Background: an optimization exercise with open tools, aiming at small area, a short achievable clock period and few clock cycles. Do not read the settings as production practice. The RTL was checked by simulation tests, not by an equivalence proof against the original design. Power figures rest on the tool's default switching activity, not on a simulated workload.

Setup of run 1:
==> flow/design.v (excerpt) <==
module cat64_core #(
    parameter integer S     = 128,
    parameter integer W     = 8,
    parameter integer H     = 3,
    parameter integer NREG  = 8,
    parameter [31:0]  COLOR = 32'hFF3366CC
) (
    input  wire        clk,
    input  wire        rst,
    input  wire        cmd_valid,
    output wire        cmd_ready,
    input  wire [7:0]  cmd_op,
    input  wire [31:0] cmd_addr,
    input  wire [31:0] cmd_data,
    input  wire        tick,
    input  wire        sec,
    output reg         rsp_valid,
    output wire [7:0]  rsp_status,
    output wire [31:0] rsp_value,
    output reg         pix_valid,
    output wire [23:0] pix_rgb
);
Size: about 1700 flip-flops, about 68000 sq um of cells after synthesis.
==> flow/config.mk <==
export PLATFORM = sky130hd
export DESIGN_NAME = cat64_core
export DESIGN_NICKNAME = cat64_core
export VERILOG_FILES = /design/flow/design.v
export SDC_FILE = /design/flow/constraint.sdc
export NUM_CORES = 4
export LEC_CHECK = 0
export CAP_MARGIN = 20
export CORE_MARGIN = 2
export CORE_UTILIZATION = 62
export PLACE_DENSITY = 0.72
export SLEW_MARGIN = 20
==> flow/constraint.sdc <==
create_clock -name core_clock -period 10.0 [get_ports {clk}]
set_input_delay 2.0000 -clock core_clock [delete_from_list [all_inputs] [get_ports {clk}]]
set_output_delay 2.0000 -clock core_clock [all_outputs]
set_load 0.01 [all_outputs]
standard.sh (not shown) runs the stock make flow with config.mk's settings and CLKGATE_MAP_FILE= SYNTH_SCRIPT=/design/flow/synth_recipe.tcl, a recipe that flattens the netlist after the stock synthesis.
==> flow/flow/run.sh <==
#!/bin/bash
set -euo pipefail
export SETUP_SLACK_MARGIN=6
export BUFFER_PORTS_ARGS="-buffer_cell sky130_fd_sc_hd__buf_4"
bash standard.sh > standard_flow.log 2>&1
Run 1 | status: complete | timing, DRC, antenna: pass
Testbench counts of run 1, summed over its fixed seeds: cycles 7,626.
Relative to run 1, the following input files were edited for run 2:
# run 1
export LEC_CHECK = 0
export CAP_MARGIN = 20
export CORE_MARGIN = 2
export CORE_UTILIZATION = 62
export PLACE_DENSITY = 0.72
export SLEW_MARGIN = 20
create_clock -name core_clock -period 10.0 [get_ports {clk}]
# run 2
export LEC_CHECK = 0
export CAP_MARGIN = 20
export CORE_MARGIN = 2
export CORE_UTILIZATION = 50
export PLACE_DENSITY = 0.6
export SLEW_MARGIN = 20
create_clock -name core_clock -period 10.0 [get_ports {clk}]
Findings:
Against run 1, die area in run 2 came out worse.
Delta (run 2 minus run 1): worst IR drop on VDD held; via count went down about 3.6%.
The following lists how run 3 was set up differently from run 2:
# run 2
export LEC_CHECK = 0
export CAP_MARGIN = 20
export CORE_MARGIN = 2
export CORE_UTILIZATION = 50
export PLACE_DENSITY = 0.6
export SLEW_MARGIN = 20
create_clock -name core_clock -period 10.0 [get_ports {clk}]
# run 3
export LEC_CHECK = 0
export CAP_MARGIN = 20
export CORE_MARGIN = 2
export CORE_UTILIZATION = 50
export PLACE_DENSITY = 0.6
export SLEW_MARGIN = 20
export TNS_END_PERCENT = 10
create_clock -name core_clock -period 10.0 [get_ports {clk}]
--- a/flow/flow/run.sh
+++ b/flow/flow/run.sh
@@ -3 +3 @@
-export SETUP_SLACK_MARGIN=6
+export SETUP_SLACK_MARGIN=6.5
Findings:
- Number of fillers in the final layout (run 3 over run 2): increase, 91
- Between run 3 and run 2, the switching fraction of total power does not differ in any meaningful way.
- Worst setup slack: run 3 > run 2
- Going from run 2 to run 3, met1 track demand over resource in global routing grows by 0.32 points.
## Diff of input files: run 4 against run 3
# run 3
export LEC_CHECK = 0
export CAP_MARGIN = 20
export CORE_MARGIN = 2
export CORE_UTILIZATION = 50
export PLACE_DENSITY = 0.6
export SLEW_MARGIN = 20
export TNS_END_PERCENT = 10
create_clock -name core_clock -period 10.0 [get_ports {clk}]
# run 4
export LEC_CHECK = 0
export CAP_MARGIN = 20
export CORE_MARGIN = 2
export CORE_UTILIZATION = 50
export PLACE_DENSITY = 0.6
export SLEW_MARGIN = 20
export TNS_END_PERCENT = 3
create_clock -name core_clock -period 10.0 [get_ports {clk}]
--- a/flow/flow/run.sh
+++ b/flow/flow/run.sh
@@ -3 +3 @@
-export SETUP_SLACK_MARGIN=6.5
+export SETUP_SLACK_MARGIN=6
--- outcome ---
- Number of DRC violations after detailed routing came out exactly the same in run 4 and run 3.
- The slowest cell on the critical path comes out a222oi_1 in one run and nand3_1 in the other, namely in run 3 and run 4 respectively.
- Comparing run 4 against run 3, there is no change at all in vertical die dimension.
- Wire length of the first global-routing pass: run 4 vs run 3 down 7500 um
- register to output pin as the class of the most critical setup path was reported by run 3, and input port to register by run 4.
[inputs] run 5 vs run 4
# run 4
export LEC_CHECK = 0
export CAP_MARGIN = 20
export CORE_MARGIN = 2
export CORE_UTILIZATION = 50
export PLACE_DENSITY = 0.6
export SLEW_MARGIN = 20
export TNS_END_PERCENT = 3
create_clock -name core_clock -period 10.0 [get_ports {clk}]
# run 5
export LEC_CHECK = 0
export CAP_MARGIN = 20
export CORE_MARGIN = 2
export CORE_UTILIZATION = 50
export PLACE_DENSITY = 0.6
export SLEW_MARGIN = 20
export TNS_END_PERCENT = 10
create_clock -name core_clock -period 10.0 [get_ports {clk}]
Findings:
The timing startpoint of the critical path comes out cmd_addr[4] in one run and bq[0] in the other, namely in run 4 and run 5 respectively.
Looking at setup slack across both flows, run 5 is the stronger of the two, with run 4 trailing.
Total global-route track usage on run 5 is up relative to run 4.
From run 4 to run 5 the numbers moved as follows: cell depth of the worst setup path lower, final instance area saw an increase, routed length on met3 higher.
Comparing run 5 and run 4, total power density per cell area is lower on run 5.

static timing again, ports no longer ideal:
The results above use ideal ports. As a check the final layouts listed here were re-extracted and re-timed, cells and wires unchanged. Step 1 assumes that a clkbuf_16 drives the clock port and a buf_2 every other input. Step 2 times the ports against the registers' clock, not the clock port: input delays grow and output delays shrink by t, the midpoint of the rising clock arrivals with the driver on. a / b / c = ideal / step 1 / step 2; a / b = the first two.
| run | t, ns | slack for setup (ns) | hold WS [ns] | latest minus earliest clock arrival (ns) | worst data-port slew with drivers (ns) |
|---|---|---|---|---|---|
| run 1 | 0.849 | 5.809 / 5.776 / 4.927 | 0.483 / 0.483 / 0.483 | 0.031 / 0.031 | 0.23 |
| run 2 | 0.893 | 5.726 / 5.676 / 4.783 | 0.498 / 0.498 / 0.498 | 0.037 / 0.037 | 0.28 |
| run 3 | 0.894 | 5.778 / 5.693 / 4.935 | 0.510 / 0.510 / 0.510 | 0.047 / 0.048 | 0.34 |
| run 4 | 0.881 | 5.482 / 5.509 / 4.636 | 0.510 / 0.510 / 0.510 | 0.049 / 0.049 | 0.07 |
| run 5 | 0.878 | 5.717 / 5.646 / 4.857 | 0.509 / 0.509 / 0.509 | 0.050 / 0.050 | 0.30 |
After both steps setup and hold are still met in every run listed. For run 2, which loses most, drivers alone change the setup slack by -0.050 ns; drivers and shift together by -0.943 ns.
